This is an optimization exercise on Yosys and OpenROAD, whose aim is small area, not a production implementation.
Function was checked by simulation only, so behaviour that the tests miss may differ from the original.
No activity file was given, so power comes from the tool's default toggle rates.

### flow/run.sh
#!/bin/bash
# The standard layout (standard.sh) with two changes: the port buffers are
# the smallest buffer (buf_1), and the clock tree uses clkbuf_8 buffers with
# clusters of at most 14 sinks and no dummy loads.
set -euo pipefail
bash standard.sh \
  "BUFFER_PORTS_ARGS=-buffer_cell sky130_fd_sc_hd__buf_1" \
  "CTS_ARGS=-sink_clustering_enable -repair_clock_nets -dont_use_dummy_load -buf_list sky130_fd_sc_hd__clkbuf_8 -root_buf sky130_fd_sc_hd__clkbuf_8 -sink_clustering_size 18 -sink_clustering_max_diameter 90" \
  finish > standard.log 2>&1
### standard.sh
#!/bin/bash
# synth_recipe.tcl (not shown) runs the flow's synth.tcl, then flattens the netlist and writes it again
# the make line also repeats each setting of config.mk as NAME=value (left out here)
make -C /OpenROAD-flow-scripts/flow DESIGN_CONFIG=/design/flow/config.mk WORK_HOME=/design/flow/orfs CLKGATE_MAP_FILE= SYNTH_SCRIPT=/design/flow/synth_recipe.tcl "${@:-finish}"
### config.mk
export PLATFORM = sky130hd
export DESIGN_NAME = twms
export DESIGN_NICKNAME = twms
export VERILOG_FILES = /design/flow/design.v
export SDC_FILE = /design/flow/constraint.sdc
export NUM_CORES = 4
export LEC_CHECK = 0
export ABC_AREA = 1
export CAP_MARGIN = 20
export CORE_MARGIN = 2
export CORE_UTILIZATION = 45
export PLACE_DENSITY = 0.65
export SLEW_MARGIN = 20
### constraint.sdc
create_clock -name core_clock -period 10.0 [get_ports {clk}]
set_input_delay 2.0000 -clock core_clock [delete_from_list [all_inputs] [get_ports {clk}]]
set_output_delay 2.0000 -clock core_clock [all_outputs]
set_load 0.01 [all_outputs]
### design.v
module twms_decode (
  input  logic [1:0]  port,        
  input  logic [31:0] w,           
  input  logic        halted,
  input  logic [1:0]  avail,       
  output logic [16:0] op,          
  output logic [2:0]  reason       
);
  logic z27_26, z25_24, z23_22, z21_8, z7, z6_5, z4_3, z2_0;
  assign z27_26 = (w[27:26] == 2'b0);
  assign z25_24 = (w[25:24] == 2'b0);
  assign z23_22 = (w[23:22] == 2'b0);
  assign z21_8  = (w[21:8]  == 14'b0);
  assign z7     = ~w[7];
  assign z6_5   = (w[6:5]   == 2'b0);
  assign z4_3   = (w[4:3]   == 2'b0);
  assign z2_0   = (w[2:0]   == 3'b0);
  logic z23_8, z7_0, z23_3, z27_3;
  assign z23_8 = z23_22 & z21_8;
  assign z7_0  = z7 & z6_5 & z4_3 & z2_0;
  assign z23_3 = z23_8 & z7 & z6_5 & z4_3;
  assign z27_3 = z27_26 & z25_24 & z23_3;
  logic host, env, sev;
  assign host = (port == 2'd0);
  assign env  = (port == 2'd1);
  assign sev  = (port == 2'd2);
  logic [15:0] n;    
  always_comb begin
    for (int i = 0; i < 16; i++) n[i] = (w[31:28] == i[3:0]);
  end
  logic bus_bad, cnt_bad, lvl_bad;
  assign bus_bad = w[27];
  assign cnt_bad = (w[9:7] == 3'd0) || (w[9] && (w[8] || w[7]));
  assign lvl_bad = w[2] && (w[1] || w[0]);
  assign op[0]  = n[1];
  assign op[1]  = n[2];
  assign op[2]  = n[3];
  assign op[3]  = n[4];
  assign op[4]  = n[5];
  assign op[5]  = n[6];
  assign op[6]  = n[7];
  assign op[7]  = n[8];
  assign op[8]  = n[9];
  assign op[9]  = n[10];
  assign op[10] = n[11];
  assign op[11] = n[12];
  assign op[12] = n[13] & z25_24;
  assign op[13] = n[13] & (w[25:24] == 2'd1);
  assign op[14] = n[13] & (w[25:24] == 2'd2);
  assign op[15] = n[14] & (w[27:24] == 4'd0);
  assign op[16] = n[14] & (w[27:24] == 4'd1);
  logic rx_sev, rx_raise;
  assign rx_sev   = (w[25:24] == 2'd1);
  assign rx_raise = (w[23:22] == 2'd1);
  logic ok_form, in_range, busy;
  assign ok_form =
      (op[0]  & host & z6_5) |
      ((op[1] | op[3]) & host & z25_24 & z23_8 & z7_0) |
      (op[2]  & host & z23_8) |
      ((op[4] | op[5]) & host & z27_26 & z25_24 & z23_8 & z7 & z6_5) |
      ((op[6] | op[9] | op[10]) & host & z27_3 & z2_0) |
      ((op[7] | op[8]) & host & z27_3) |
      (op[11] & sev & z23_8 & (w[25:24] != 2'd3) & (rx_sev | z7_0)) |
      (op[12] & env & z21_8 & (w[23:22] != 2'd3) & (rx_raise | z7_0)) |
      (op[13] & host & z23_3) |
      (op[14] & host & z23_3 & z2_0) |
      (op[15] & host & z23_3 & z2_0) |
      (op[16] & env  & z23_3 & z2_0);
  assign in_range = ~(((op[0] | op[1] | op[2] | op[3] | op[11] | op[12] | op[13] | op[14]) & bus_bad) |
                      (op[0] & cnt_bad) |
                      ((op[7] | op[8]) & lvl_bad));
  assign busy = (op[0] | op[2]) & ~avail[w[26]];
  always_comb begin
    if (halted && !(host && w == 32'hE000_0000))
      reason = 3'd4;         
    else if (!ok_form)
      reason = 3'd1;         
    else if (!in_range)
      reason = 3'd2;         
    else if (busy)
      reason = 3'd3;         
    else
      reason = 3'd0;
  end
endmodule
module twms (
  input  logic        clk,
  input  logic        rst,           
  input  logic        cmd_valid,
  input  logic [1:0]  cmd_port,      
  input  logic [31:0] cmd_word,
  output logic        rsp_valid,
  output logic        rsp_ok,
  output logic [31:0] rsp_data,
  output logic [1:0]  bo0_cnt,       
  output logic [10:0] bo0_act0,
  output logic [10:0] bo0_act1,
  output logic [1:0]  bo1_cnt,       
  output logic [10:0] bo1_act0,
  output logic [10:0] bo1_act1,
  output logic        sleep_valid,   
  output logic [2:0]  sleep_level,
  output logic        pwr_asleep,    
  output logic [2:0]  pwr_level,
  output logic        halt,          
  output logic [2:0]  fcode,
  output logic [7:0]  finfo
);
  localparam logic [2:0] R_ZERO = 3'd0, R_XSTAT = 3'd1, R_BUFRD = 3'd2, R_EVPEND = 3'd3,
                         R_CDA = 3'd4, R_SLEEP = 3'd5, R_IRQSTAT = 3'd6, R_FSTAT = 3'd7;
  logic [1:0][2:0]  state_q;
  logic [1:0]       mode_q;
  logic [1:0][6:0]  paddr_q;
  logic [1:0][7:0]  raddr_q;
  logic [1:0][1:0]  rem_q;         
  logic [1:0][31:0] buf_q;
  logic [1:0][4:0]  evid_q;
  logic [1:0][2:0]  if_q;
  logic [1:0][2:0]  ien_q;
  logic [1:0][7:0]  rxdata_q;
  logic [31:0]      ev_q;
  logic [4:0][2:0]  vote_q;
  logic [1:0]       fcode_q;
  logic [5:0]       finfo_q;
  logic             asleep_q;
  logic [2:0]       plevel_q;
  logic             rsp_valid_q;
  logic [3:0]       rsp_code_q;
  logic             step_bus_q;
  logic             emit_q;
  logic halt_q;
  assign halt_q = fcode_q[1] | fcode_q[0];
  logic [1:0] avail;
  assign avail[0] = (state_q[0] == 3'd0);
  assign avail[1] = (state_q[1] == 3'd0);
  logic [16:0] op;
  logic [2:0]  reason;
  twms_decode u_decode (
    .port   (cmd_port),
    .w      (cmd_word),
    .halted (halt_q),
    .avail  (avail),
    .op     (op),
    .reason (reason)
  );
  logic ex;    
  assign ex = cmd_valid & (reason == 3'd0);
  logic [4:0] nz;
  logic [2:0] cda;
  always_comb begin
    for (int l = 0; l < 5; l++) nz[l] = (vote_q[l] != 3'd0);
    if (nz[0])      cda = 3'd0;
    else if (nz[1]) cda = 3'd1;
    else if (nz[2]) cda = 3'd2;
    else if (nz[3]) cda = 3'd3;
    else            cda = 3'd4;
  end
  logic [2:0] pend0, pend1, pend;
  logic       dlv_bus;
  logic [1:0] dlv_kind;
  logic       dlv;
  assign pend0    = if_q[0] & ien_q[0];
  assign pend1    = if_q[1] & ien_q[1];
  assign dlv_bus  = (pend0 == 3'b0);
  assign pend     = dlv_bus ? pend1 : pend0;
  assign dlv_kind = pend[0] ? 2'd0 : (pend[1] ? 2'd1 : 2'd2);
  assign dlv      = ~cmd_valid & ~halt_q & ((pend0 | pend1) != 3'b0);
  logic       b;           
  logic [1:0] k;           
  logic       sub;         
  logic [7:0] wd;          
  assign b   = cmd_valid ? cmd_word[26] : dlv_bus;
  assign k   = cmd_valid ? cmd_word[25:24] : dlv_kind;
  assign sub = (ex & op[11]) | dlv;
  assign wd  = cmd_valid ? cmd_word[7:0] : rxdata_q[dlv_bus];
  logic [2:0] st, st_ext;
  logic [1:0] rem_b;       
  logic       last;        
  assign st      = state_q[b];
  assign st_ext  = (st == 3'd7) ? 3'd4 : st;
  assign rem_b   = rem_q[b];
  assign last    = (rem_b == 2'd1);
  logic h_addr, h_reg, h_rst, h_rx, h_wr, h_stop, h_ok;
  assign h_addr = (st == 3'd1) & (k == 2'd0);
  assign h_reg  = (st == 3'd2) & (k == 2'd0);
  assign h_rst  = (st == 3'd3) & (k == 2'd0);
  assign h_rx   = ((st == 3'd3) | (st == 3'd5)) & (k == 2'd1);
  assign h_wr   = ((st == 3'd4) | (st == 3'd7)) & (k == 2'd0);
  assign h_stop = (st == 3'd6) & (k == 2'd2);
  assign h_ok   = h_addr | h_reg | h_rst | h_rx | h_wr | h_stop;
  logic       v_inc, v_dec;
  logic [2:0] lvl, vsel, vnew;
  logic       v_fatal;
  assign v_inc   = ex & (op[0] | op[7]);
  assign v_dec   = (ex & op[8]) | (sub & h_stop);
  assign lvl     = (cmd_valid & (cmd_word[31:29] == 3'b100)) ? cmd_word[2:0] : 3'd2;
  always_comb begin
    case (lvl)
      3'd0:    vsel = vote_q[0];
      3'd1:    vsel = vote_q[1];
      3'd2:    vsel = vote_q[2];
      3'd3:    vsel = vote_q[3];
      default: vsel = vote_q[4];
    endcase
  end
  assign vnew = v_inc ? {vsel[1], vsel[0], ~vsel[2]} : {~vsel[0], vsel[2], vsel[1]};
  assign v_fatal = (v_inc & vsel[2] & ~vsel[1]) | (v_dec & ~vsel[2] & ~vsel[0]);   
  logic fatal;
  assign fatal = v_fatal | (sub & ~h_ok);
  logic [1:0] fcode_new;
  logic [5:0] finfo_new;
  assign fcode_new = (sub & ~h_ok) ? 2'd1 : (v_inc ? 2'd3 : 2'd2);
  assign finfo_new = (sub & ~h_ok) ? {b, st_ext, k} : {3'b0, lvl};
  logic [2:0] st_new;
  always_comb begin
    if (ex & op[0])  st_new = 3'd1;
    else if (h_addr) st_new = mode_q[b] ? 3'd2 : 3'd7;
    else if (h_reg)  st_new = 3'd3;
    else if (h_rst)  st_new = 3'd5;
    else if (h_rx)   st_new = last ? 3'd6 : 3'd5;
    else if (h_wr)   st_new = last ? 3'd6 : 3'd4;
    else             st_new = 3'd0;
  end
  logic st_we, rem_we, xs, bw;
  logic [1:0] lane;
  assign xs     = ex & op[0];
  assign st_we  = xs | sub;
  assign rem_we = xs | (sub & (k[0] | (st[2] & ~k[1])));
  assign bw     = (ex & op[2]) | (sub & h_rx);
  assign lane   = (cmd_valid & ~cmd_word[31]) ? cmd_word[25:24] : rem_b - 2'd1;
  logic       ev_we, ev_val;
  logic [4:0] ev_idx;
  assign ev_we  = (ex & (op[4] | op[5])) | (sub & h_stop);
  assign ev_idx = (cmd_valid & ~cmd_word[31]) ? cmd_word[4:0] : evid_q[b];
  assign ev_val = (cmd_valid & ~cmd_word[31]) ? cmd_word[28] : 1'b1;
  logic [3:0] rsp_code;
  always_comb begin
    if (reason != 3'd0)  rsp_code = {1'b0, reason};
    else if (fatal)      rsp_code = 4'd5;
    else if (op[1])      rsp_code = {1'b1, R_XSTAT};
    else if (op[3])      rsp_code = {1'b1, R_BUFRD};
    else if (op[6])      rsp_code = {1'b1, R_EVPEND};
    else if (op[9])      rsp_code = {1'b1, R_CDA};
    else if (op[10])     rsp_code = {1'b1, R_SLEEP};
    else if (op[14])     rsp_code = {1'b1, R_IRQSTAT};
    else if (op[15])     rsp_code = {1'b1, R_FSTAT};
    else                 rsp_code = {1'b1, R_ZERO};
  end
  logic emit;
  assign emit = ~fatal & (xs | (sub & (h_addr | h_reg | h_rx | h_wr)));
  logic [7:0] wdr;
  logic       evr;
  assign wdr = wd & {8{~rst}};
  assign evr = ev_val & ~rst;
  always_ff @(posedge clk) begin
    for (int x = 0; x < 2; x++) begin
      for (int l = 0; l < 4; l++)
        if (rst | (bw & (b == x[0]) & (lane == l[1:0]))) buf_q[x][8*l +: 8] <= wdr;
      if (rst | (ex & op[12] & (b == x[0]) & (cmd_word[23:22] == 2'd1))) rxdata_q[x] <= wdr;
    end
    for (int i = 0; i < 32; i++)
      if (rst | (ev_we & (ev_idx == i[4:0]))) ev_q[i] <= evr;
  end
  logic [1:0] rem_in;
  assign rem_in = xs ? cmd_word[8:7] : {rem_b[1] ~^ rem_b[0], ~rem_b[0]};
  always_ff @(posedge clk) begin
    for (int x = 0; x < 2; x++) begin
      if (rst | (st_we & (b == x[0])))      state_q[x] <= st_new & {3{~rst}};
      if (rst | (xs & (b == x[0])))         mode_q[x]  <= cmd_word[25] & ~rst;
      if (rst | (ex & op[13] & (b == x[0]))) ien_q[x]  <= cmd_word[2:0] | {3{rst}};
      for (int f = 0; f < 3; f++)
        if (rst | (ex & op[12] & (b == x[0]) & (cmd_word[23:22] == f[1:0])) |
            (dlv & (dlv_bus == x[0]) & (dlv_kind == f[1:0])))
          if_q[x][f] <= ~rst & cmd_valid;
    end
    for (int l = 0; l < 5; l++)
      if (rst | ((v_inc | v_dec) & (lvl == l[2:0]))) vote_q[l] <= vnew & {3{~rst}};
    if (rst | fatal) begin
      fcode_q <= fcode_new & {2{~rst}};
      finfo_q <= finfo_new & {6{~rst}};
    end
    if (rst | (ex & (op[10] | op[16])) | sub) asleep_q <= ~rst & ex & op[10];
    rsp_valid_q <= ~rst & cmd_valid;
    emit_q      <= ~rst & emit;
  end
  always_ff @(posedge clk) begin
    for (int x = 0; x < 2; x++)
      if ((xs | (sub & (st[2] | (st[1] & st[0])))) & (b == x[0]))
        paddr_q[x] <= cmd_word[24:18] & {7{cmd_valid & ~cmd_word[31]}};
    if (rem_we) rem_q[b] <= rem_in;
    if (xs) begin
      raddr_q[b] <= cmd_word[17:10];
      evid_q[b]  <= cmd_word[4:0];
    end
    if (ex & op[10]) plevel_q <= cda;
    rsp_code_q <= rsp_code;
    step_bus_q <= b;
  end
  logic [2:0] so;         
  logic [2:0] so_ext;
  logic [31:0] bsel;
  logic [7:0]  lane_o;
  assign so     = state_q[step_bus_q];
  assign so_ext = (so == 3'd7) ? 3'd4 : so;
  assign bsel   = buf_q[step_bus_q];
  logic [1:0] ro;
  assign ro = rem_q[step_bus_q];
  always_comb begin
    case (ro)
      2'd0:    lane_o = bsel[7:0];
      2'd1:    lane_o = bsel[15:8];
      2'd2:    lane_o = bsel[23:16];
      default: lane_o = bsel[31:24];
    endcase
  end
  logic [2:0] rem_x;
  assign rem_x = ((so == 3'd0) | (so == 3'd6)) ? 3'd0 : {ro == 2'd0, ro};
  logic ok;
  logic [2:0] kind;
  assign ok   = rsp_code_q[3];
  assign kind = rsp_code_q[2:0];
  logic s_rs, s_xs, s_bu, s_ev, s_cd, s_iq, s_fs;
  assign s_rs = ~ok;
  assign s_xs = ok & (kind == R_XSTAT);
  assign s_bu = ok & (kind == R_BUFRD);
  assign s_ev = ok & (kind == R_EVPEND);
  assign s_cd = ok & ((kind == R_CDA) | (kind == R_SLEEP));
  assign s_iq = ok & (kind == R_IRQSTAT);
  assign s_fs = ok & (kind == R_FSTAT);
  assign rsp_data = ({32{s_bu}} & bsel) | ({32{s_ev}} & ev_q) |
                    ({32{s_rs}} & {29'b0, kind}) |
                    ({32{s_xs}} & {24'b0, mode_q[step_bus_q], rem_x, so_ext, so == 3'd0}) |
                    ({32{s_cd}} & {29'b0, cda}) |
                    ({32{s_iq}} & {16'b0, rxdata_q[step_bus_q], 2'b0, ien_q[step_bus_q], if_q[step_bus_q]}) |
                    ({32{s_fs}} & {16'b0, 2'b0, finfo_q, 4'b0, 1'b0, fcode_q, halt_q});
  assign rsp_valid = rsp_valid_q;
  assign rsp_ok    = ok;
  logic [1:0]  cnt;
  logic [10:0] a0;
  assign cnt[1] = emit_q & ((so == 3'd1) | (so == 3'd3) | (so == 3'd6));
  assign cnt[0] = emit_q & ~cnt[1];
  always_comb begin
    case (so)
      3'd1, 3'd3: a0 = 11'h000;                                     
      3'd2, 3'd7: a0 = {3'b100, raddr_q[step_bus_q]};                
      3'd5:       a0 = 11'h200;                                     
      3'd6:       a0 = mode_q[step_bus_q] ? 11'h300 : {3'b100, lane_o};  
      default:    a0 = {3'b100, lane_o};                            
    endcase
  end
  assign bo0_cnt  = step_bus_q ? 2'b0 : cnt;
  assign bo1_cnt  = step_bus_q ? cnt : 2'b0;
  assign bo0_act0 = a0;
  assign bo1_act0 = a0;
  assign bo0_act1 = {~so[2], 1'b0, so[2], paddr_q[0], so[1] & so[0]};
  assign bo1_act1 = {~so[2], 1'b0, so[2], paddr_q[1], so[1] & so[0]};
  assign sleep_valid = rsp_valid_q & ok & (kind == R_SLEEP);
  assign sleep_level = plevel_q;
  assign pwr_asleep  = asleep_q;
  assign pwr_level   = plevel_q;
  assign halt        = halt_q;
  assign fcode       = {1'b0, fcode_q};
  assign finfo       = {2'b0, finfo_q};
endmodule
==> results of run 1 <==
## stage by stage
step / total power, uW / util / instance area, um^2 / setup WS (ns)
floorplan: 1270 / - / 10700 / 5.34
global placement: 1370 / 0.484 / 11300 / 4.13
detailed placement: 1380 / 0.484 / 11300 / 4.09
CTS: 1770 / 0.494 / 11600 / 4.19
global route: 1840 / 0.494 / 11600 / 3.88
finish: 1770 / 0.494 / 11600 / 4.16
## cell families after synthesis
family | count (synthesis)
xor gates and xnor gates | 1
DFF | 210
muxes | 7
buffers and inverters | 188
AOI/OAI and AO/OA | 226
adders and majority gates | 1
other | 1
and+or+nand+nor | 526
## final cells by class
cell class / instances / area, um^2
clock buffers: 16 / 220
repair buffers: 143 / 572
well taps: 319 / 399
fillers: 2302 / 11800
flip-flops and latches: 210 / 6240
inverters: 129 / 487
multi-input cells: 766 / 3650
## power by group
| group | internal (uW) | total (uW) | switching [uW] | leakage [uW] |
|---|---|---|---|---|
| clock network | 145 | 406 | 261 | 0.000115 |
| logic | 75.2 | 306 | 230 | 0.00236 |
| registers | 1030 | 1050 | 24.1 | 0.00206 |
## worst reg2reg max path: stages, from the launching register on
cell      delay [ns]
edfxtp_1        0.42
nand2_1         0.14
nand3_2         0.25
a21boi_2        0.85
o21ai_0         0.35
nor2_1          0.22
nor2_1          0.07
nor2_1          0.08
nand2_1         0.09
o22ai_1         0.28
nand2_1         0.19
o21ai_1         0.67
## layer usage
metal  share of wire  track usage
met1            0.40        0.336
met3           0.083       0.0386
met5               0            0
met4           0.040        0.103
met2            0.48        0.430
## cells in the mapped netlist, drive strengths merged
| cell type | n |
|---|---|
| nand2 | 353 |
| o2111a | 1 |
| o21bai | 7 |
| o221ai | 4 |
| dfxtp | 7 |
| o2111ai | 8 |
| nand4 | 20 |
| mux2i | 7 |
| a31o | 3 |
| a21boi | 2 |
| a221oi | 5 |
| o211ai | 7 |
| nor3b | 2 |
| nor4 | 1 |
| o22ai | 4 |
| or2 | 2 |
| a22o | 10 |
| a211oi | 1 |
| edfxtp | 203 |
| nor2 | 99 |
| conb | 1 |
| buf | 30 |
| ha | 1 |
| inv | 128 |
| a21oi | 26 |
| a221o | 2 |
| a31oi | 5 |
| nand3 | 39 |
| o21ai | 138 |
| nor3 | 8 |
| xor2 | 1 |
| a22oi | 3 |
| clkbuf | 29 |
| clkinv | 1 |
| and2 | 1 |
| nand3b | 1 |
## how the worst min path moves through the flow
stage                     from     endpoint  slack, ns  cells after the start
finish              vote_q[10]  plevel_q[2]       0.75                      3
detailed placement   vote_q[3]  plevel_q[1]       0.72                      3
global route        vote_q[10]  plevel_q[2]       0.78                      3
CTS                  vote_q[6]  plevel_q[2]       0.75                      3
global placement     vote_q[3]  plevel_q[1]       0.71                      3
floorplan            vote_q[0]  plevel_q[2]       0.65                      3
==> flow_metrics.py, run 1 <==
metrics = {
    "sta": {
        "fin_crit_ns": 5.84,
        "fin_skew_ns": 0.0603,
        "whs_ns": 0.749,
        "tns_ns": 0,
        "rsz0062_at_grt": "false",
        "tightest_slew_ns": 1.07,
        "drv_slew": 0,
        "fmax_mhz": 171,
        "relSlewSlack": 0.285,
        "setup_violations": 0,
        "hold_violations": 0,
        "finalCritPeriodShare": 0.584,
    },
    "worst_setup_path": {
        "worstPathRequired_ns": 8.00,
        "crit_start": "step_bus_q",
        "r2r_setup_slack_ns": 5.97,
        "start_kind": "flip-flop",
        "r2r-start": "if_q[1]",
        "worst-path-stages": 9,
        "crit_family": "buffers and inverters",
        "critPathBufInv": 4,
        "slowest_stage": "clkinv_1",
        "worstPathCellList": "buf_4 -> clkinv_1 -> buf_4 -> nand2_1 -> nand2_1 -> a22o_1 -> a221oi_1 -> o21ai_0 -> buf_1",
        "endpoint": "bo1_act0[7]",
        "rr_endpoint": "buf_q[45]",
        "reg2reg_depth": 11,
        "cp-end-kind": "output pin",
        "crit_fanout": 56,
        "path_class": "flip-flop to output pin",
        "slowest_delay_ns": 0.70,
        "arrival_ns": 3.84,
    },
    "logic_synthesis": {
        "syn_area_per_cell_um2": 9.20,
        "synth-compound-area-share": 0.126,
        "synth_top_family_by_area": "simple AND/OR/NAND/NOR gates",
        "synthAdderAreaFrac": 0.00117,
        "synthSimpleGateAreaFrac": 0.205,
        "yosys_warnings": 2,
        "synth-xor-area-share": 0.000821,
        "syn_inst": 1160,
        "ys_seq_area_frac": 0.584,
        "synth_area_leaders": "edfxtp_1 57%, nand2_1 12%, o21ai_0 5.3%",
        "synth-seq-cells": 210,
        "synthMuxAreaShare": 0.00657,
        "synthesis.area_um2": 10700,
        "synth_cell_type_count": 51,
        "synth_largest_area_cell": "edfxtp_1",
        "yosysTopAreaCellShare": 0.571,
    },
    "clock_network": {
        "hold_buffers": 0,
        "root_buffer": "clkbuf_8",
        "cts_setup_buffers": 0,
        "cts_tree": "done",
        "cts_buffer_depth": 3,
        "clk_pin_slew_ns": 0.12,
        "ctsResizeCount": 0,
        "h-tree-depth": 1,
        "cts_buffers": 16,
        "numClockSinks": 210,
        "insertion_delay_ns": 0.54,
    },
    "global_route": {
        "antenna_found_initial": 0,
        "gr-total-overflow": 0,
        "grtUsageTotal": 0.257,
        "grt_start_max_net_pins": 69,
        "grt_pass1_wl_um": 47500,
        "grt_pass1_vias": 8088,
    },
    "detailed_routing": {
        "vias": 8702,
        "wire_per_inst_um": 20.2,
        "drc_errors": 0,
        "first_iter_violations": 881,
        "drt_wl_total_um": 32000,
        "firstDrtPassIters": 5,
        "viasPerCell": 5.50,
        "ant_nets": 0,
    },
    "place": {
        "routabilityCongestion": 0.956,
        "dp_cells": 1566,
        "port-buffer-count": 133,
        "place_hpwl_um": 24600,
    },
    "die": {
        "die_h_um": 158,
        "ios": 139,
        "start_util": 0.456,
        "rows": 56,
        "die-area_um2": 25000,
        "die_w_um": 158,
        "core_um2": 23400,
    },
    "finish": {
        "layoutNonFillerInstCount": 1583,
        "final_cell_mix": "345 x nand2_1, 203 x edfxtp_1, 133 x buf_1, 121 x inv_1, 105 x o21ai_0",
        "layout_commonest_cell": "nand2_1",
        "area_growth_pct": 8.39,
        "drive_gt1_frac": 0.0483,
        "n_antenna_cell": 0,
        "nNetsFinal": 1304,
    },
    "power_and_ir_drop": {
        "max-vdd-ir-drop_mv": 0.110,
        "p_leak_uw": 0.00454,
        "p_per_area_nw_per_um2": 153,
    },
    "worst_hold_path": {
        "hp-class": "flip-flop to flip-flop",
    },
    "outcome": {
        "outcome": "finished clean",
    },
    "job": {
        "max-cap-violations": 0,
    },
}
==> run 2, diff against run 1 <==
==> flow/run.sh (replaced) <==
#!/bin/bash
# The standard layout (standard.sh) with three changes: the port buffers
# are the smallest buffer (buf_1); before the placement repair, gates with
# slack are sized down (flow/downsize.tcl); and the clock tree uses clkbuf_8
# buffers with clusters of at most 14 sinks and no dummy loads.
set -euo pipefail
here=$(pwd)
bash standard.sh \
  "BUFFER_PORTS_ARGS=-buffer_cell sky130_fd_sc_hd__buf_1" \
  "PRE_RESIZE_TCL=$here/flow/downsize.tcl" \
  "CTS_ARGS=-sink_clustering_enable -repair_clock_nets -dont_use_dummy_load -buf_list sky130_fd_sc_hd__clkbuf_8 -root_buf sky130_fd_sc_hd__clkbuf_8 -sink_clustering_size 14 -sink_clustering_max_diameter 60" \
  finish > standard.log 2>&1
==> flow/downsize.tcl (new file) <==
# Before the placement repair: shrink gates that synthesis sized up for speed
# the design does not need; repair_design then fixes any slew or load limit.
set_dont_use $::env(DONT_USE_CELLS)
estimate_parasitics -placement
repair_timing -recover_power 100 -verbose
==> run 2 against run 1 <==
Against the previous run: critical path depth stayed put; die area stayed put; via count increased by 1.0%; still clean; area after synthesis stayed put; first-iteration DRC count shrank 0.11%.
==> flow_metrics.py, run 2 <==
metrics = {
    "outcome": {
        "outcome": "finished clean",
    },
    "sta": {
        "fin_crit_ns": 6.39,
        "tightest_slew_ns": 1.08,
        "tns_ns": 0,
        "fin_skew_ns": 0.0343,
        "drv_slew": 0,
        "hold_violations": 0,
        "setup_violations": 0,
        "rsz0062_at_grt": "false",
        "finalCritPeriodShare": 0.639,
        "relSlewSlack": 0.280,
        "fmax_mhz": 157,
    },
    "logic_synthesis": {
        "synthFlopType": "edfxtp_1",
        "synth-edff-count": 203,
        "yosys_warnings": 2,
        "synth_cell_type_count": 51,
        "synth_largest_area_cell": "edfxtp_1",
        "async_reset_ff_frac": 0,
        "syn_inst": 1160,
        "synth-seq-cells": 210,
        "synth_common_cells": "345 x nand2_1, 203 x edfxtp_1, 121 x inv_1",
        "ys_seq_area_frac": 0.584,
        "yosysMostFrequentCell": "nand2_1",
        "synthesis.area_um2": 10700,
        "syn_area_per_cell_um2": 9.20,
        "yosysTopAreaCellShare": 0.571,
        "synth_area_leaders": "edfxtp_1 57%, nand2_1 12%, o21ai_0 5.3%",
    },
    "place": {
        "port-buffer-count": 133,
        "dp_cells": 1567,
        "place_hpwl_um": 24700,
        "routabilityCongestion": 0.956,
    },
    "power_and_ir_drop": {
        "p_leak_uw": 0.00455,
        "max-vdd-ir-drop_mv": 0.100,
        "switching_share": 0.290,
        "p_sw_uw": 524,
        "p_clk_frac": 0.248,
        "seqPwrFrac": 0.583,
        "p_per_area_nw_per_um2": 156,
        "p_comb_frac": 0.169,
        "finalPower_uw": 1810,
        "internal_power_uw": 1280,
    },
    "die": {
        "start_util": 0.456,
        "die-area_um2": 25000,
        "die_w_um": 158,
        "die_h_um": 158,
        "rows": 56,
        "ios": 139,
        "core_um2": 23400,
    },
    "clock_network": {
        "clk_pin_slew_ns": 0.08,
        "cts_setup_buffers": 0,
        "hold_buffers": 0,
        "cts_tree": "done",
        "root_buffer": "clkbuf_8",
        "insertion_delay_ns": 0.54,
        "cts_buffer_depth": 3,
        "numClockSinks": 210,
        "h-tree-depth": 1,
        "ctsResizeCount": 0,
        "cts_buffers": 20,
    },
    "global_route": {
        "antenna_found_initial": 0,
        "grt_start_max_net_pins": 57,
        "grt_pass1_wl_um": 47800,
        "grt_pass1_vias": 8165,
        "grtUsageTotal": 0.258,
        "gr-total-overflow": 0,
    },
    "finish": {
        "area_growth_pct": 8.64,
        "drive_gt1_frac": 0.0441,
        "layoutNonFillerInstCount": 1588,
        "final_cell_mix": "346 x nand2_1, 203 x edfxtp_1, 130 x buf_1, 126 x o21ai_0, 124 x inv_1",
        "nFillCells": 2248,
        "n_antenna_cell": 0,
        "layout_commonest_cell": "nand2_1",
        "nNetsFinal": 1309,
    },
    "detailed_routing": {
        "viasPerCell": 5.54,
        "drt_wl_total_um": 32500,
        "firstDrtPassIters": 6,
        "first_iter_violations": 880,
        "ant_nets": 0,
        "wire_per_inst_um": 20.5,
        "vias": 8792,
        "drc_errors": 0,
    },
    "worst_setup_path": {
        "arrival_ns": 4.39,
        "path_class": "flip-flop to output pin",
        "start_kind": "flip-flop",
        "crit_fanout": 56,
        "cp-end-kind": "output pin",
        "worstPathRequired_ns": 8.00,
    },
    "job": {
        "max-cap-violations": 0,
    },
    "worst_hold_path": {
        "hp-class": "flip-flop to flip-flop",
    },
}
run 2: final timing paths:
path,to,depth (start not counted),slack [ns],startpoint
worst max-delay path,bo0_act0[7],9,3.61,step_bus_q
worst min-delay path,plevel_q[1],3,0.71,vote_q[3]
worst max register to register,buf_q[46],11,5.84,ien_q[0]
worst min register to register,plevel_q[1],3,0.71,vote_q[3]
run 2: power groups by stage:
stage          clock (uW)  sequential (uW)  combinational [uW]
2_1_floorplan           0             1060                 206
3_3_place_gp            0             1070                 300
3_5_place_dp            0             1070                 301
4_1_cts               453             1050                 302
5_1_grt               481             1060                 338
6_report              448             1050                 306
run 2: per-layer routing:
metal,share of wire,global-route usage
met1,0.40,0.331
met2,0.47,0.429
met3,0.081,0.0446
met4,0.049,0.118
met5,0,0
run 2: cells by family after synthesis:
group	after synthesis	synth area share
and+or+nand+nor	526	0.205
AOI/OAI and AO/OA	226	0.126
DFF	210	0.584
buffers and inverters	188	0.0756
muxes	7	0.00657
adders and majority gates	1	0.00117
other	1	0.000351
xor gates and xnor gates	1	0.000821
run 2: final cells by class:
type | count | area (um^2) | share of cell area
clock buffer | 20 | 275 | 0.0237
sequential | 210 | 6240 | 0.538
inverter | 129 | 487 | 0.0420
tap | 319 | 399 | 0.0344
timing repair buffer | 144 | 581 | 0.0501
multi-input combinational | 766 | 3610 | 0.312
run 2: metrics by stage:
stage / setup slack (ns) / hold WS, ns / util / cell area (um^2)
floorplan: 5.34 / 0.650 / - / 10700
global placement: 4.13 / 0.710 / 0.484 / 11300
detailed placement: 3.26 / 0.726 / 0.483 / 11300
CTS: 3.51 / 0.705 / 0.495 / 11600
global route: 3.34 / 0.739 / 0.495 / 11600
finish: 3.61 / 0.706 / 0.495 / 11600
run 2: worst max-delay path, stage by stage (launching register included):
cell	delay (ns)
dfxtp_1	0.80
clkbuf_4	0.75
clkinv_1	0.72
clkbuf_2	0.54
nand2_1	0.15
nand2_1	0.11
a22o_1	0.23
a221oi_1	0.24
o21ai_0	0.15
buf_1	0.15
==> run 3, diff against run 2 <==
==> flow/run.sh (replaced) <==
#!/bin/bash
# The standard layout (standard.sh) with three changes: the port buffers
# are the smallest buffer (buf_1); before the placement repair, gates with
# slack are sized down (flow/downsize.tcl); and the clock tree uses clkbuf_8
# buffers with clusters of at most 16 sinks and no dummy loads.
set -euo pipefail
here=$(pwd)
bash standard.sh \
  "BUFFER_PORTS_ARGS=-buffer_cell sky130_fd_sc_hd__buf_1" \
  "PRE_RESIZE_TCL=$here/flow/downsize.tcl" \
  "CTS_ARGS=-sink_clustering_enable -repair_clock_nets -dont_use_dummy_load -buf_list sky130_fd_sc_hd__clkbuf_8 -root_buf sky130_fd_sc_hd__clkbuf_8 -sink_clustering_size 16 -sink_clustering_max_diameter 80" \
  finish > standard.log 2>&1
--- a/config.mk
+++ b/config.mk
@@ -8,3 +8,3 @@
 export ABC_AREA = 1
-export CAP_MARGIN = 20
+export CAP_MARGIN = 5
 export CORE_MARGIN = 2
@@ -12,2 +12,2 @@
 export PLACE_DENSITY = 0.65
-export SLEW_MARGIN = 20
+export SLEW_MARGIN = 5
==> run 3 against run 2 <==
Against the previous run: die area unchanged; wire length down 1.4%; critical path type unchanged; first-iteration DRC count is 4.3% higher; clock skew up 0.0093 ns; largest cell class unchanged.
==> flow_metrics.py, run 3 <==
metrics = {
    "power_and_ir_drop": {
        "p_per_area_nw_per_um2": 153,
        "p_leak_uw": 0.00454,
        "seqPwrFrac": 0.594,
        "p_comb_frac": 0.173,
        "switching_share": 0.289,
        "internal_power_uw": 1260,
        "max-vdd-ir-drop_mv": 0.100,
        "p_clk_frac": 0.233,
        "p_sw_uw": 513,
    },
    "logic_synthesis": {
        "synth_largest_area_cell": "edfxtp_1",
        "ys_seq_area_frac": 0.584,
        "synthMuxAreaShare": 0.00657,
        "synth-xor-area-share": 0.000821,
        "synthAdderAreaFrac": 0.00117,
        "synthFlopType": "edfxtp_1",
        "synth_common_cells": "345 x nand2_1, 203 x edfxtp_1, 121 x inv_1",
        "synth_top_family_by_area": "simple AND/OR/NAND/NOR gates",
        "synth_area_leaders": "edfxtp_1 57%, nand2_1 12%, o21ai_0 5.3%",
        "yosysTopAreaCellShare": 0.571,
        "synth-seq-cells": 210,
        "synth-edff-count": 203,
        "async_reset_ff_frac": 0,
        "syn_inst": 1160,
        "syn_area_per_cell_um2": 9.20,
        "yosysMostFrequentCell": "nand2_1",
        "synth_cell_type_count": 51,
        "synthesis.area_um2": 10700,
        "synth-compound-area-share": 0.126,
        "yosys_warnings": 2,
        "synthSimpleGateAreaFrac": 0.205,
    },
    "worst_setup_path": {
        "slowest_stage": "clkbuf_2",
        "rr_endpoint": "buf_q[45]",
        "critPathBufInv": 4,
        "r2r-start": "if_q[2]",
        "path_class": "flip-flop to output pin",
        "slowest_delay_ns": 0.78,
        "arrival_ns": 4.59,
        "worstPathCellList": "clkbuf_2 -> clkinv_1 -> clkbuf_1 -> nand2_1 -> nand2_1 -> a22o_1 -> a221oi_1 -> o21ai_0 -> buf_1",
        "reg2reg_depth": 11,
        "r2r_setup_slack_ns": 5.60,
        "crit_family": "buffers and inverters",
        "worstPathRequired_ns": 8.00,
        "path_common_cell": "nand2_1",
        "crit_fanout": 33,
        "start_kind": "flip-flop",
        "cp-end-kind": "output pin",
    },
    "finish": {
        "nNetsFinal": 1307,
        "area_growth_pct": 8.42,
        "final_cell_mix": "346 x nand2_1, 203 x edfxtp_1, 134 x o21ai_0, 130 x buf_1, 124 x inv_1",
        "layout_commonest_cell": "nand2_1",
        "n_antenna_cell": 0,
        "drive_gt1_frac": 0.0395,
        "nFillCells": 2290,
    },
    "clock_network": {
        "hold_buffers": 0,
        "cts_tree": "done",
        "clk_pin_slew_ns": 0.10,
        "cts_buffers": 17,
        "ctsResizeCount": 0,
        "h-tree-depth": 1,
        "root_buffer": "clkbuf_8",
        "cts_buffer_depth": 3,
        "insertion_delay_ns": 0.51,
        "numClockSinks": 210,
        "cts_setup_buffers": 0,
    },
    "place": {
        "dpl_worst_slack_ns": 3.29,
        "routabilityCongestion": 0.956,
        "port-buffer-count": 133,
        "place_hpwl_um": 24800,
    },
    "sta": {
        "fin_crit_ns": 6.59,
        "drv_slew": 0,
        "tightest_slew_ns": 1.19,
        "hold_violations": 0,
        "setup_ws_ns": 3.41,
        "rsz0062_at_grt": "false",
        "relSlewSlack": 0.197,
        "setup_violations": 0,
        "finalCritPeriodShare": 0.659,
        "fin_skew_ns": 0.0437,
        "tns_ns": 0,
        "fmax_mhz": 152,
    },
    "worst_hold_path": {
        "hp-class": "flip-flop to flip-flop",
        "whs_endpoint": "plevel_q[1]",
        "hold_path_depth": 3,
        "min_from": "vote_q[3]",
    },
    "global_route": {
        "grtUsageMet2": 0.437,
        "grt_pass1_wl_um": 48000,
        "antenna_found_initial": 0,
        "use_met3": 0.0370,
        "busiest_layer": "met2",
        "grt_pass1_vias": 8184,
        "grt_start_max_net_pins": 37,
        "gr-total-overflow": 0,
        "use_met1": 0.336,
        "grtUsageTotal": 0.258,
    },
    "detailed_routing": {
        "viasPerCell": 5.49,
        "vias": 8704,
        "drc_errors": 0,
        "first_iter_violations": 918,
        "ant_nets": 0,
        "wire_per_inst_um": 20.2,
        "firstDrtPassIters": 6,
        "drt_wl_total_um": 32100,
    },
    "die": {
        "core_um2": 23400,
        "die_w_um": 158,
        "die_h_um": 158,
        "die-area_um2": 25000,
        "rows": 56,
        "start_util": 0.456,
        "ios": 139,
    },
    "job": {
        "max-cap-violations": 0,
    },
    "outcome": {
        "outcome": "finished clean",
    },
}
## run 3: logic make-up (layout without fill, tap and decap cells)
kind of cell / Yosys count / in the layout
simple gates: 526 / 526
fa+ha+maj: 1 / 1
mux: 7 / 7
flops: 210 / 210
xor+xnor: 1 / 1
other cells: 1 / 5
buf+inv: 188 / 291
compound gates: 226 / 226
## run 3: metrics by stage
stage / std cells / utilization / total power [uW] / area [um^2] / hold WS [ns]
2_1_floorplan: 1164 / - / 1270 / 10700 / 0.650
3_3_place_gp: 1566 / 0.484 / 1370 / 11300 / 0.710
3_5_place_dp: 1569 / 0.484 / 1380 / 11300 / 0.719
4_1_cts: 1586 / 0.494 / 1780 / 11600 / 0.738
5_1_grt: 1586 / 0.494 / 1850 / 11600 / 0.772
6_report: 1586 / 0.494 / 1770 / 11600 / 0.744
## run 3: layout make-up
class                   instances  area [um^2]  share of cell area
flip-flops and latches        210         6240               0.539
inverters                     129          487              0.0421
well taps                     319          399              0.0345
clock buffers                  17          234              0.0202
multi-input cells             766         3610               0.312
repair buffers                145          603              0.0521
## run 3: worst max path at each step
stage,from,to,cells past startpoint
2_1_floorplan,cmd_word[26],buf_q[0],11
3_3_place_gp,cmd_valid,buf_q[42],12
3_5_place_dp,cmd_valid,buf_q[42],12
4_1_cts,step_bus_q,bo0_act0[7],9
5_1_grt,step_bus_q,bo1_act0[7],9
6_report,step_bus_q,bo1_act0[7],9
## run 3: power groups by stage
stage          clock network, uW  registers (uW)  logic [uW]
2_1_floorplan                  0            1060         206
3_3_place_gp                   0            1070         300
3_5_place_dp                   0            1070         303
4_1_cts                      421            1050         304
5_1_grt                      446            1060         341
6_report                     413            1050         307
## run 3: metal layers
metal  vias up  share of wire
met5         -              0
li1       4132              -
met3        77          0.074
met2       404           0.48
met1      4091           0.41
met4         0          0.044
## run 3: tightest hold or removal path, cell delays in order, from the launching register on
cell,delay (ns)
edfxtp_1,0.36
nor3_1,0.06
nand2_1,0.08
nor2_1,0.07
==> run 4, diff against run 3 <==
--- a/config.mk
+++ b/config.mk
@@ -8,3 +8,3 @@
 export ABC_AREA = 1
-export CAP_MARGIN = 5
+export CAP_MARGIN = 20
 export CORE_MARGIN = 2
@@ -12,2 +12,2 @@
 export PLACE_DENSITY = 0.65
-export SLEW_MARGIN = 5
+export SLEW_MARGIN = 20
==> run 4 against run 3 <==
Against the previous run: clock skew is 0.0066 ns lower; cell count stayed put; first-iteration DRC count is 0.98% higher; critical path depth stayed put; largest cell class unchanged.
==> flow_metrics.py, run 4 <==
metrics = {
    "logic_synthesis": {
        "synthFlopType": "edfxtp_1",
        "yosys_warnings": 2,
        "syn_inst": 1160,
        "synthesis.area_um2": 10700,
        "synth-seq-cells": 210,
        "ys_seq_area_frac": 0.584,
        "synth_largest_area_cell": "edfxtp_1",
        "synth_cell_type_count": 51,
        "yosysTopAreaCellShare": 0.571,
        "yosysMostFrequentCell": "nand2_1",
        "synth-edff-count": 203,
        "syn_area_per_cell_um2": 9.20,
        "synth_area_leaders": "edfxtp_1 57%, nand2_1 12%, o21ai_0 5.3%",
        "async_reset_ff_frac": 0,
        "synth_common_cells": "345 x nand2_1, 203 x edfxtp_1, 121 x inv_1",
    },
    "worst_setup_path": {
        "cp-end-kind": "output pin",
        "crit_fanout": 56,
        "reg2reg_depth": 11,
        "worstPathRequired_ns": 8.00,
        "arrival_ns": 4.38,
        "start_kind": "flip-flop",
        "path_class": "flip-flop to output pin",
    },
    "worst_hold_path": {
        "hold_path_depth": 3,
        "hp-class": "flip-flop to flip-flop",
    },
    "place": {
        "routabilityCongestion": 0.956,
        "port-buffer-count": 133,
        "dp_cells": 1567,
        "place_hpwl_um": 24700,
    },
    "power_and_ir_drop": {
        "p_comb_frac": 0.172,
        "internal_power_uw": 1260,
        "seqPwrFrac": 0.593,
        "max-vdd-ir-drop_mv": 0.107,
        "p_leak_uw": 0.00453,
        "switching_share": 0.292,
        "p_clk_frac": 0.235,
        "p_per_area_nw_per_um2": 154,
        "p_sw_uw": 519,
        "finalPower_uw": 1780,
    },
    "die": {
        "die_w_um": 158,
        "die-area_um2": 25000,
        "start_util": 0.456,
        "core_um2": 23400,
        "die_h_um": 158,
        "rows": 56,
        "ios": 139,
    },
    "detailed_routing": {
        "firstDrtPassIters": 6,
        "viasPerCell": 5.56,
        "vias": 8820,
        "wire_per_inst_um": 20.5,
        "ant_nets": 0,
        "drt_wl_total_um": 32500,
        "drc_errors": 0,
        "first_iter_violations": 927,
    },
    "global_route": {
        "grt_start_max_net_pins": 57,
        "grt_pass1_wl_um": 47800,
        "gr-total-overflow": 0,
        "antenna_found_initial": 0,
        "grt_pass1_vias": 8199,
        "grtUsageTotal": 0.258,
    },
    "clock_network": {
        "hold_buffers": 0,
        "cts_setup_buffers": 0,
        "root_buffer": "clkbuf_8",
        "ctsResizeCount": 0,
        "cts_buffer_depth": 3,
        "numClockSinks": 210,
        "cts_tree": "done",
        "clk_pin_slew_ns": 0.11,
        "h-tree-depth": 1,
        "cts_buffers": 17,
        "insertion_delay_ns": 0.52,
    },
    "finish": {
        "drive_gt1_frac": 0.0426,
        "n_antenna_cell": 0,
        "nNetsFinal": 1307,
        "final_cell_mix": "346 x nand2_1, 203 x edfxtp_1, 130 x buf_1, 127 x o21ai_0, 124 x inv_1",
        "layoutNonFillerInstCount": 1586,
        "layout_commonest_cell": "nand2_1",
        "area_growth_pct": 8.30,
    },
    "sta": {
        "relSlewSlack": 0.277,
        "rsz0062_at_grt": "false",
        "finalCritPeriodShare": 0.638,
        "fin_skew_ns": 0.0370,
        "hold_violations": 0,
        "drv_slew": 0,
        "tightest_slew_ns": 1.08,
        "fmax_mhz": 157,
        "tns_ns": 0,
        "setup_violations": 0,
        "fin_crit_ns": 6.38,
    },
    "outcome": {
        "outcome": "finished clean",
    },
    "job": {
        "max-cap-violations": 0,
    },
}
[run 4: cell counts after synthesis]
No cell type changed its count.
[run 4: worst max-delay path: stages, from the launching register on]
cell and delay [ns]:
dfxtp_1 0.79, clkbuf_4 0.75, clkinv_1 0.73, clkbuf_2 0.55, nand2_1 0.15, nand2_1 0.11, a22o_1 0.23, a221oi_1 0.24
o21ai_0 0.16, buf_1 0.15
[run 4: stage by stage]
stage	setup slack, ns	instance area [um^2]	utilization	hold slack, ns
finish	3.62	11600	0.494	0.758
global route	3.34	11600	0.494	0.778
CTS	3.51	11500	0.493	0.756
detailed placement	3.26	11300	0.483	0.726
global placement	4.13	11300	0.484	0.710
floorplan	5.34	10700	-	0.650
[run 4: final cells by class]
cell class                 instances  area (um^2)
multi-input combinational        766         3610
clock buffer                      17          234
fill                            2253        11800
sequential                       210         6240
timing repair buffer             145          586
tap                              319          399
inverter                         129          487
[run 4: metal layers]
metal / vias to the layer above / GRT usage / part of all wire
li1: 4130 / - / -
met2: 422 / 0.429 / 0.47
met3: 97 / 0.0422 / 0.078
met1: 4171 / 0.333 / 0.40
met4: 0 / 0.119 / 0.051
met5: - / 0 / 0
[run 4: path summary, 6_finish.rpt]
path               from  slack (ns)           to
min           vote_q[7]        0.76  plevel_q[2]
min reg2reg   vote_q[7]        0.76  plevel_q[2]
max          step_bus_q        3.62  bo0_act0[7]
max reg2reg     if_q[1]        5.84    buf_q[44]
[run 4: cell families after synthesis]
kind of cell	Yosys count	synth area share
flops	210	0.584
compound gates	226	0.126
fa+ha+maj	1	0.00117
other cells	1	0.000351
mux	7	0.00657
xor+xnor	1	0.000821
simple gates	526	0.205
buf+inv	188	0.0756
[run 4: power by group through the flow]
| stage | Combinational (uW) | Clock [uW] | Sequential, uW |
|---|---|---|---|
| 2_1_floorplan | 206 | 0 | 1060 |
| 3_3_place_gp | 300 | 0 | 1070 |
| 3_5_place_dp | 301 | 0 | 1070 |
| 4_1_cts | 302 | 423 | 1050 |
| 5_1_grt | 338 | 448 | 1060 |
| 6_report | 306 | 417 | 1050 |
==> run 5, diff against run 4 <==
==> flow/run.sh (replaced) <==
#!/bin/bash
# The standard layout (standard.sh) with three changes: the port buffers
# are the smallest buffer (buf_1); before the placement repair, gates with
# slack are sized down (flow/downsize.tcl); and the clock tree uses clkbuf_8
# buffers with clusters of at most 18 sinks and no dummy loads.
set -euo pipefail
here=$(pwd)
bash standard.sh \
  "BUFFER_PORTS_ARGS=-buffer_cell sky130_fd_sc_hd__buf_1" \
  "PRE_RESIZE_TCL=$here/flow/downsize.tcl" \
  "CTS_ARGS=-sink_clustering_enable -repair_clock_nets -dont_use_dummy_load -buf_list sky130_fd_sc_hd__clkbuf_8 -root_buf sky130_fd_sc_hd__clkbuf_8 -sink_clustering_size 18 -sink_clustering_max_diameter 90" \
  finish > standard.log 2>&1
--- a/config.mk
+++ b/config.mk
@@ -10,3 +10,3 @@
 export CORE_MARGIN = 2
-export CORE_UTILIZATION = 45
+export CORE_UTILIZATION = 55
 export PLACE_DENSITY = 0.65
==> run 5 against run 4 <==
Against the previous run: first-iteration DRC count increased by 1.2%; register-to-register slack improved by 0.33 ns; critical path depth increased by 4; sequential power about the same; count of clock-buffer cells in the layout decreased by 2; global-route usage increased by 5.3 points; cell area decreased by 0.61%; clock power decreased by 5.5%; worst hold slack got worse by 0.024 ns; fmax increased by 15%; cell count decreased by 3.8%; wire length decreased by 2.3%; critical endpoint is now buf_q[43]; highest routed layer unchanged.
==> flow_metrics.py, run 5 <==
metrics = {
    "logic_synthesis": {
        "synthesis.area_um2": 10700,
        "synth_cell_type_count": 51,
        "syn_area_per_cell_um2": 9.20,
        "yosysMostFrequentCell": "nand2_1",
        "synth-compound-area-share": 0.126,
        "synth_top_family_by_area": "simple AND/OR/NAND/NOR gates",
        "synthFlopType": "edfxtp_1",
        "synth-xor-area-share": 0.000821,
        "synth-seq-cells": 210,
        "synth-edff-count": 203,
        "synthAdderAreaFrac": 0.00117,
        "ys_seq_area_frac": 0.584,
        "synth_largest_area_cell": "edfxtp_1",
        "synth_area_leaders": "edfxtp_1 57%, nand2_1 12%, o21ai_0 5.3%",
        "synth_common_cells": "345 x nand2_1, 203 x edfxtp_1, 121 x inv_1",
        "yosys_warnings": 2,
        "synthMuxAreaShare": 0.00657,
        "synthSimpleGateAreaFrac": 0.205,
        "yosysTopAreaCellShare": 0.571,
        "syn_inst": 1160,
        "async_reset_ff_frac": 0,
    },
    "worst_setup_path": {
        "path_class": "input port to flip-flop",
        "r2r-start": "ien_q[1]",
        "rr_endpoint": "finfo_q[4]",
        "cp-end-kind": "flip-flop",
        "reg2reg_depth": 17,
        "start_kind": "input port",
        "arrival_ns": 5.68,
        "crit_start": "cmd_valid",
        "worstPathRequired_ns": 10.14,
        "endpoint": "buf_q[43]",
        "r2r_setup_slack_ns": 6.17,
        "crit_fanout": 25,
    },
    "sta": {
        "tns_ns": 0,
        "fmax_mhz": 181,
        "setup_violations": 0,
        "relSlewSlack": 0.302,
        "fin_crit_ns": 5.53,
        "hold_violations": 0,
        "setup_ws_ns": 4.47,
        "drv_slew": 0,
        "rsz0062_at_grt": "false",
        "tightest_slew_ns": 1.05,
        "finalCritPeriodShare": 0.553,
        "fin_skew_ns": 0.0439,
    },
    "place": {
        "port-buffer-count": 133,
        "dpl_worst_slack_ns": 3.77,
        "routabilityCongestion": 0.974,
        "place_hpwl_um": 23900,
    },
    "die": {
        "die-area_um2": 20500,
        "ios": 139,
        "die_h_um": 143,
        "die_w_um": 143,
        "rows": 50,
        "start_util": 0.565,
        "core_um2": 18900,
    },
    "job": {
        "max-cap-violations": 0,
    },
    "detailed_routing": {
        "first_iter_violations": 938,
        "viasPerCell": 5.76,
        "drt_wl_total_um": 31700,
        "ant_nets": 0,
        "drc_errors": 0,
        "wire_per_inst_um": 20.8,
        "vias": 8784,
        "firstDrtPassIters": 5,
    },
    "power_and_ir_drop": {
        "p_per_area_nw_per_um2": 153,
        "p_leak_uw": 0.00453,
        "max-vdd-ir-drop_mv": 0.106,
    },
    "outcome": {
        "outcome": "finished clean",
    },
    "clock_network": {
        "clk_pin_slew_ns": 0.11,
        "root_buffer": "clkbuf_8",
        "cts_buffers": 15,
        "cts_buffer_depth": 3,
        "numClockSinks": 210,
        "cts_setup_buffers": 0,
        "h-tree-depth": 1,
        "cts_tree": "done",
        "hold_buffers": 0,
        "ctsResizeCount": 0,
        "insertion_delay_ns": 0.52,
    },
    "global_route": {
        "gr-total-overflow": 0,
        "grt_pass1_wl_um": 47500,
        "grt_start_max_net_pins": 60,
        "grt_pass1_vias": 8093,
        "grtUsageMet2": 0.517,
        "grtUsageTotal": 0.312,
        "use_met1": 0.411,
        "busiest_layer": "met2",
        "antenna_found_initial": 0,
        "use_met3": 0.0389,
    },
    "finish": {
        "nFillCells": 1697,
        "area_growth_pct": 7.65,
        "nNetsFinal": 1305,
        "n_antenna_cell": 0,
        "drive_gt1_frac": 0.0411,
        "final_cell_mix": "347 x nand2_1, 203 x edfxtp_1, 129 x buf_1, 125 x o21ai_0, 123 x inv_1",
        "layout_commonest_cell": "nand2_1",
    },
    "worst_hold_path": {
        "hp-class": "flip-flop to flip-flop",
    },
}
[run 5: cell counts after synthesis]
No cell type changed its count.
[run 5: layer usage]
metal	routed length, um	part of all wire
met2	15100	0.48
met4	1640	0.052
met1	13000	0.41
met5	0	0
met3	2010	0.063
[run 5: layout make-up]
cell class	instances	area, um^2	area share
clock buffer	15	206	0.0180
inverter	129	487	0.0424
multi-input combinational	766	3610	0.314
sequential	210	6240	0.543
tap	260	325	0.0283
timing repair buffer	145	622	0.0541
[run 5: worst min-delay path by stage]
stage / slack [ns] / cells after the start / start / endpoint
after global placement: 0.71 / 3 / vote_q[0] / plevel_q[1]
after CTS: 0.73 / 3 / vote_q[6] / plevel_q[2]
final: 0.73 / 3 / vote_q[0] / plevel_q[2]
after floorplan: 0.65 / 3 / vote_q[0] / plevel_q[2]
after detailed placement: 0.72 / 3 / vote_q[6] / plevel_q[2]
after global routing: 0.78 / 3 / vote_q[0] / plevel_q[1]
[run 5: kinds of logic after synthesis]
kind of cell | after synthesis
simple gates | 526
compound gates | 226
flops | 210
buf+inv | 188
mux | 7
fa+ha+maj | 1
other cells | 1
xor+xnor | 1
[run 5: metrics by stage]
stage          area (um^2)  total power, uW  std cells   util  hold WS (ns)
2_1_floorplan        10700             1270       1164      -         0.650
3_3_place_gp         11300             1370       1507  0.596         0.711
3_5_place_dp         11300             1380       1510  0.597         0.718
4_1_cts              11500             1750       1525  0.608         0.735
5_1_grt              11500             1830       1525  0.608         0.783
6_report             11500             1760       1525  0.608         0.735
[run 5: critical path, cell delays in order]
cell and delay (ns):
buf_1 0.08, clkbuf_1 0.78, inv_1 0.27, a21boi_2 0.51, buf_6 0.23, nand2_1 0.06
o21ai_0 0.13, inv_1 0.08, ha_1 0.31, or2_2 0.29, o21ai_0 0.18, nand2_1 0.14
o21ai_1 0.59
[run 5: power breakdown]
group / internal [uW] / switching [uW] / total (uW)
Combinational: 79.0 / 233 / 312
Sequential: 1030 / 23.2 / 1050
Clock: 137 / 257 / 394
==> run 6, diff against run 5 <==
--- a/config.mk
+++ b/config.mk
@@ -10,3 +10,3 @@
 export CORE_MARGIN = 2
-export CORE_UTILIZATION = 55
+export CORE_UTILIZATION = 45
 export PLACE_DENSITY = 0.65
==> run 6 against run 5 <==
Against the previous run: still clean on timing, DRC and antenna; flip-flop and latch count unchanged; sequential share of layout area decreased by 0.20 points; count of clock-buffer cells in the layout unchanged; power decreased by 0.48%; area after synthesis unchanged; via count decreased by 0.16%.
==> flow_metrics.py, run 6 <==
metrics = {
    "place": {
        "port-buffer-count": 133,
        "routabilityCongestion": 0.956,
        "place_hpwl_um": 24700,
        "dpl_cell_area_um2": 11300,
    },
    "sta": {
        "hold_violations": 0,
        "fmax_mhz": 157,
        "setup_violations": 0,
        "fin_skew_ns": 0.0595,
        "tightest_slew_ns": 1.08,
        "finalCritPeriodShare": 0.637,
        "whs_ns": 0.736,
        "tns_ns": 0,
        "relSlewSlack": 0.278,
        "fin_crit_ns": 6.37,
        "rsz0062_at_grt": "false",
        "drv_slew": 0,
    },
    "logic_synthesis": {
        "synth-edff-count": 203,
        "synth_common_cells": "345 x nand2_1, 203 x edfxtp_1, 121 x inv_1",
        "synth_cell_type_count": 51,
        "yosysTopAreaCellShare": 0.571,
        "ys_seq_area_frac": 0.584,
        "syn_area_per_cell_um2": 9.20,
        "async_reset_ff_frac": 0,
        "synthFlopType": "edfxtp_1",
        "synthesis.area_um2": 10700,
        "synth_largest_area_cell": "edfxtp_1",
        "yosysMostFrequentCell": "nand2_1",
        "yosys_warnings": 2,
        "synth-seq-cells": 210,
        "syn_inst": 1160,
        "synth_area_leaders": "edfxtp_1 57%, nand2_1 12%, o21ai_0 5.3%",
    },
    "power_and_ir_drop": {
        "p_leak_uw": 0.00452,
        "finalPower_uw": 1750,
        "p_per_area_nw_per_um2": 152,
        "max-vdd-ir-drop_mv": 0.144,
    },
    "worst_setup_path": {
        "worstPathRequired_ns": 8.00,
        "start_kind": "flip-flop",
        "arrival_ns": 4.37,
        "path_class": "flip-flop to output pin",
        "cp-end-kind": "output pin",
        "crit_fanout": 56,
    },
    "clock_network": {
        "cts_setup_buffers": 0,
        "cts_tree": "done",
        "root_buffer": "clkbuf_8",
        "insertion_delay_ns": 0.52,
        "numClockSinks": 210,
        "clk_pin_slew_ns": 0.11,
        "hold_buffers": 0,
        "cts_buffer_depth": 3,
        "cts_buffers": 15,
        "h-tree-depth": 1,
        "ctsResizeCount": 0,
    },
    "global_route": {
        "grtUsageTotal": 0.257,
        "grt_pass1_wl_um": 47600,
        "grt_start_max_net_pins": 57,
        "antenna_found_initial": 0,
        "grt_pass1_vias": 8146,
        "gr-total-overflow": 0,
    },
    "die": {
        "die_w_um": 158,
        "die_h_um": 158,
        "start_util": 0.456,
        "ios": 139,
        "rows": 56,
        "core_um2": 23400,
        "die-area_um2": 25000,
    },
    "finish": {
        "finalInstanceArea_um2": 11500,
        "ff_latch_area_um2": 6240,
        "area_growth_pct": 8.04,
        "drive_gt1_frac": 0.0411,
        "final_cell_mix": "346 x nand2_1, 203 x edfxtp_1, 130 x buf_1, 127 x o21ai_0, 124 x inv_1",
        "postLayoutCoreUtil": 0.493,
        "nNetsFinal": 1305,
        "nFillCells": 2257,
        "layout_commonest_cell": "nand2_1",
        "multi_input_area_um2": 3610,
        "n_antenna_cell": 0,
    },
    "detailed_routing": {
        "wl_met3_um": 2670,
        "ant_nets": 0,
        "drt_wl_total_um": 32200,
        "firstDrtPassIters": 6,
        "viasPerCell": 5.54,
        "drc_errors": 0,
        "first_iter_violations": 832,
        "wire_per_inst_um": 20.3,
        "route.met2.wl_um": 15300,
        "wl_met1_um": 12900,
        "vias": 8770,
        "top_layer": "met4",
    },
    "job": {
        "max-cap-violations": 0,
    },
    "worst_hold_path": {
        "hp-class": "flip-flop to flip-flop",
    },
    "outcome": {
        "outcome": "finished clean",
    },
}
[run 6: changes by cell type in the layout (fill, tap and decap cells not counted), sizes merged]
cell / previous run / this run
clkinv: 2 / 1
buf: 136 / 137
inv: 127 / 128
clkbuf: 24 / 23
[run 6: path summary, 6_finish.rpt]
kind | from | to | slack (ns) | cells after the start
max | step_bus_q | bo0_act0[7] | 3.63 | 9
min | vote_q[7] | plevel_q[2] | 0.74 | 3
max reg2reg | if_q[1] | buf_q[45] | 5.90 | 11
min reg2reg | vote_q[7] | plevel_q[2] | 0.74 | 3
[run 6: power breakdown]
| part | internal (uW) | total, uW | switching [uW] |
|---|---|---|---|
| clock network | 136 | 391 | 254 |
| logic | 75.1 | 306 | 231 |
| registers | 1030 | 1050 | 24.0 |
| total | 1240 | 1750 | 509 |
[run 6: through the flow]
stage | std cells | worst slack, ns
6_report | 1584 | 3.63
5_1_grt | 1584 | 3.33
4_1_cts | 1582 | 3.49
3_5_place_dp | 1567 | 3.26
3_3_place_gp | 1566 | 4.13
2_1_floorplan | 1164 | 5.34
[run 6: cell families (layout without fill, tap and decap cells)]
kind of cell	after synthesis	after routing	synth area share
and+or+nand+nor	526	526	0.205
xor gates and xnor gates	1	1	0.000821
other	1	5	0.000351
buffers and inverters	188	289	0.0756
AOI/OAI and AO/OA	226	226	0.126
muxes	7	7	0.00657
adders and majority gates	1	1	0.00117
DFF	210	210	0.584
[run 6: final cells by class]
cell class	count	share of cell area
sequential	210	0.541
multi-input combinational	766	0.313
clock buffer	15	0.0179
timing repair buffer	145	0.0508
tap	319	0.0346
inverter	129	0.0422
[run 6: critical path, cell delays in order (launching register included)]
cell	delay, ns
dfxtp_1	0.78
clkbuf_4	0.74
clkinv_1	0.72
clkbuf_2	0.54
nand2_1	0.15
nand2_1	0.11
a22o_1	0.23
a221oi_1	0.24
o21ai_0	0.16
buf_1	0.15
[run 6: routing by layer]
metal | up-vias | global-route usage
li1 | 4131 | -
met1 | 4154 | 0.336
met2 | 405 | 0.431
met3 | 80 | 0.0383
met4 | 0 | 0.103
met5 | - | 0
==> run 7, diff against run 6 <==
--- a/config.mk
+++ b/config.mk
@@ -10,4 +10,4 @@
 export CORE_MARGIN = 2
-export CORE_UTILIZATION = 45
-export PLACE_DENSITY = 0.65
+export CORE_UTILIZATION = 50
+export PLACE_DENSITY = 0.75
 export SLEW_MARGIN = 20
==> run 7 against run 6 <==
Against the previous run: wire length fell by 3.2%; via count rose by 0.11%; first-iteration DRC count rose by 34%; combinational power barely moved; cell area fell by 0.38%; cell count fell by 2.8%; setup slack improved by 0.72 ns; largest power group unchanged.
==> flow_metrics.py, run 7 <==
metrics = {
    "outcome": {
        "outcome": "finished clean",
    },
    "die": {
        "ios": 139,
        "core_um2": 21000,
        "die_h_um": 150,
        "rows": 53,
        "die-area_um2": 22500,
        "start_util": 0.509,
        "die_w_um": 150,
    },
    "clock_network": {
        "numClockSinks": 210,
        "cts_buffers": 15,
        "ctsResizeCount": 0,
        "h-tree-depth": 1,
        "cts_tree": "done",
        "clk_pin_slew_ns": 0.11,
        "hold_buffers": 0,
        "insertion_delay_ns": 0.53,
        "cts_setup_buffers": 0,
        "cts_buffer_depth": 3,
        "root_buffer": "clkbuf_8",
    },
    "global_route": {
        "gr-total-overflow": 0,
        "grt_start_max_net_pins": 68,
        "grt_pass1_wl_um": 47300,
        "antenna_found_initial": 0,
        "grt_pass1_vias": 8221,
        "grtUsageTotal": 0.281,
    },
    "logic_synthesis": {
        "synthSimpleGateAreaFrac": 0.205,
        "syn_inst": 1160,
        "synth-xor-area-share": 0.000821,
        "synth_largest_area_cell": "edfxtp_1",
        "yosysTopAreaCellShare": 0.571,
        "synthMuxAreaShare": 0.00657,
        "yosys_warnings": 2,
        "synth_area_leaders": "edfxtp_1 57%, nand2_1 12%, o21ai_0 5.3%",
        "syn_area_per_cell_um2": 9.20,
        "yosysMostFrequentCell": "nand2_1",
        "synthesis.area_um2": 10700,
        "synth-edff-count": 203,
        "synth_cell_type_count": 51,
        "async_reset_ff_frac": 0,
        "synthFlopType": "edfxtp_1",
        "synth-compound-area-share": 0.126,
        "synth-seq-cells": 210,
        "synth_common_cells": "345 x nand2_1, 203 x edfxtp_1, 121 x inv_1",
        "synthAdderAreaFrac": 0.00117,
        "synth_top_family_by_area": "simple AND/OR/NAND/NOR gates",
        "ys_seq_area_frac": 0.584,
    },
    "sta": {
        "drv_slew": 0,
        "finalCritPeriodShare": 0.565,
        "fmax_mhz": 177,
        "tns_ns": 0,
        "setup_violations": 0,
        "fin_crit_ns": 5.65,
        "rsz0062_at_grt": "false",
        "tightest_slew_ns": 1.09,
        "fin_skew_ns": 0.0559,
        "hold_violations": 0,
        "relSlewSlack": 0.274,
    },
    "power_and_ir_drop": {
        "p_leak_uw": 0.00453,
        "p_per_area_nw_per_um2": 152,
        "max-vdd-ir-drop_mv": 0.110,
    },
    "finish": {
        "area_growth_pct": 7.63,
        "layout_commonest_cell": "nand2_1",
        "finalInstanceArea_um2": 11500,
        "final_cell_mix": "346 x nand2_1, 203 x edfxtp_1, 130 x buf_1, 129 x o21ai_0, 124 x inv_1",
        "nNetsFinal": 1305,
        "nFillCells": 1929,
        "drive_gt1_frac": 0.0387,
        "n_antenna_cell": 0,
    },
    "detailed_routing": {
        "drt_wl_total_um": 31100,
        "viasPerCell": 5.70,
        "ant_nets": 0,
        "wire_per_inst_um": 20.2,
        "first_iter_violations": 1119,
        "vias": 8780,
        "drc_errors": 0,
        "firstDrtPassIters": 7,
    },
    "worst_setup_path": {
        "critPathBufInv": 5,
        "crit_fanout": 67,
        "crit_family": "buffers and inverters",
        "worstPathRequired_ns": 8.00,
        "r2r-start": "if_q[1]",
        "slowest_delay_ns": 0.71,
        "worstPathCellList": "clkbuf_4 -> nand2_1 -> o21ai_0 -> clkbuf_1 -> inv_1 -> nor2_1 -> inv_1 -> o221ai_1 -> a21oi_1 -> o21ai_0 -> buf_1",
        "slowest_stage": "clkbuf_4",
        "arrival_ns": 3.65,
        "crit_start": "step_bus_q",
        "cp-end-kind": "output pin",
        "path_class": "flip-flop to output pin",
        "start_kind": "flip-flop",
    },
    "place": {
        "dpl_cell_area_um2": 11300,
        "port-buffer-count": 133,
        "place_hpwl_um": 23800,
        "routabilityCongestion": 1.01,
    },
    "job": {
        "max-cap-violations": 0,
    },
    "worst_hold_path": {
        "hp-class": "flip-flop to flip-flop",
        "min_from": "vote_q[3]",
    },
}
-- run 7: cell count changes in the layout (fill, tap and decap cells not counted), sizes merged --
| cell | previous run | this run |
|---|---|---|
| clkbuf | 23 | 24 |
| buf | 137 | 136 |
-- run 7: per-stage QoR --
step           worst slack (ns)  power (uW)  hold WS, ns   util  std cells
4_1_cts                    3.94        1740        0.721  0.548       1540
3_5_place_dp               3.40        1370        0.703  0.538       1525
5_1_grt                    4.00        1820        0.754  0.548       1540
6_report                   4.35        1750        0.719  0.548       1540
3_3_place_gp               4.24        1370        0.697  0.538       1522
2_1_floorplan              5.34        1270        0.650      -       1164
-- run 7: final timing paths --
path,endpoint,slack [ns],cells after the start
max reg2reg,buf_q[51],5.83,13
max,bo0_act0[4],4.35,11
min,plevel_q[2],0.72,3
min reg2reg,plevel_q[2],0.72,3
-- run 7: cells by family (layout without fill, tap and decap cells) --
family          after synthesis  after routing
xor+xnor                      1              1
fa+ha+maj                     1              1
buf+inv                     188            289
flops                       210            210
mux                           7              7
other cells                   1              5
compound gates              226            226
simple gates                526            526
-- run 7: metal layers --
metal	part of all wire	up-vias	routed length (um)	GRT usage
li1	-	4124	-	-
met1	0.40	4073	12600	0.373
met2	0.47	491	14800	0.468
met3	0.076	92	2360	0.0363
met4	0.047	0	1460	0.116
met5	0	-	0	0
-- run 7: worst register-to-register path, delay by kind of cell (launching register included) --
family	cells	cell delay, ns
AO/OA/AOI/OAI	4	2.20
buffers and inverters	1	0.11
flip-flops	1	0.42
AND/OR/NAND/NOR	8	1.07
-- run 7: final cells by class --
cell class | instances | area, um^2 | share of cell area
multi-input cells | 766 | 3600 | 0.314
flip-flops and latches | 210 | 6240 | 0.543
well taps | 275 | 344 | 0.0300
repair buffers | 145 | 607 | 0.0528
clock buffers | 15 | 206 | 0.0180
inverters | 129 | 487 | 0.0424
-- run 7: power by group --
part           internal, uW  leakage [uW]  switching [uW]
Clock                   136      0.000108             252
Combinational          76.7       0.00236             229
Sequential             1030       0.00206            23.4

Re-timed with assumed drivers on the ports (clkbuf_16 on the clock, buf_2 on other inputs), run 7 has 4.309 ns of setup slack against 4.348 ns with ideal ports, and 3.917 ns once port delays also move by the mid clock arrival of 0.537 ns.
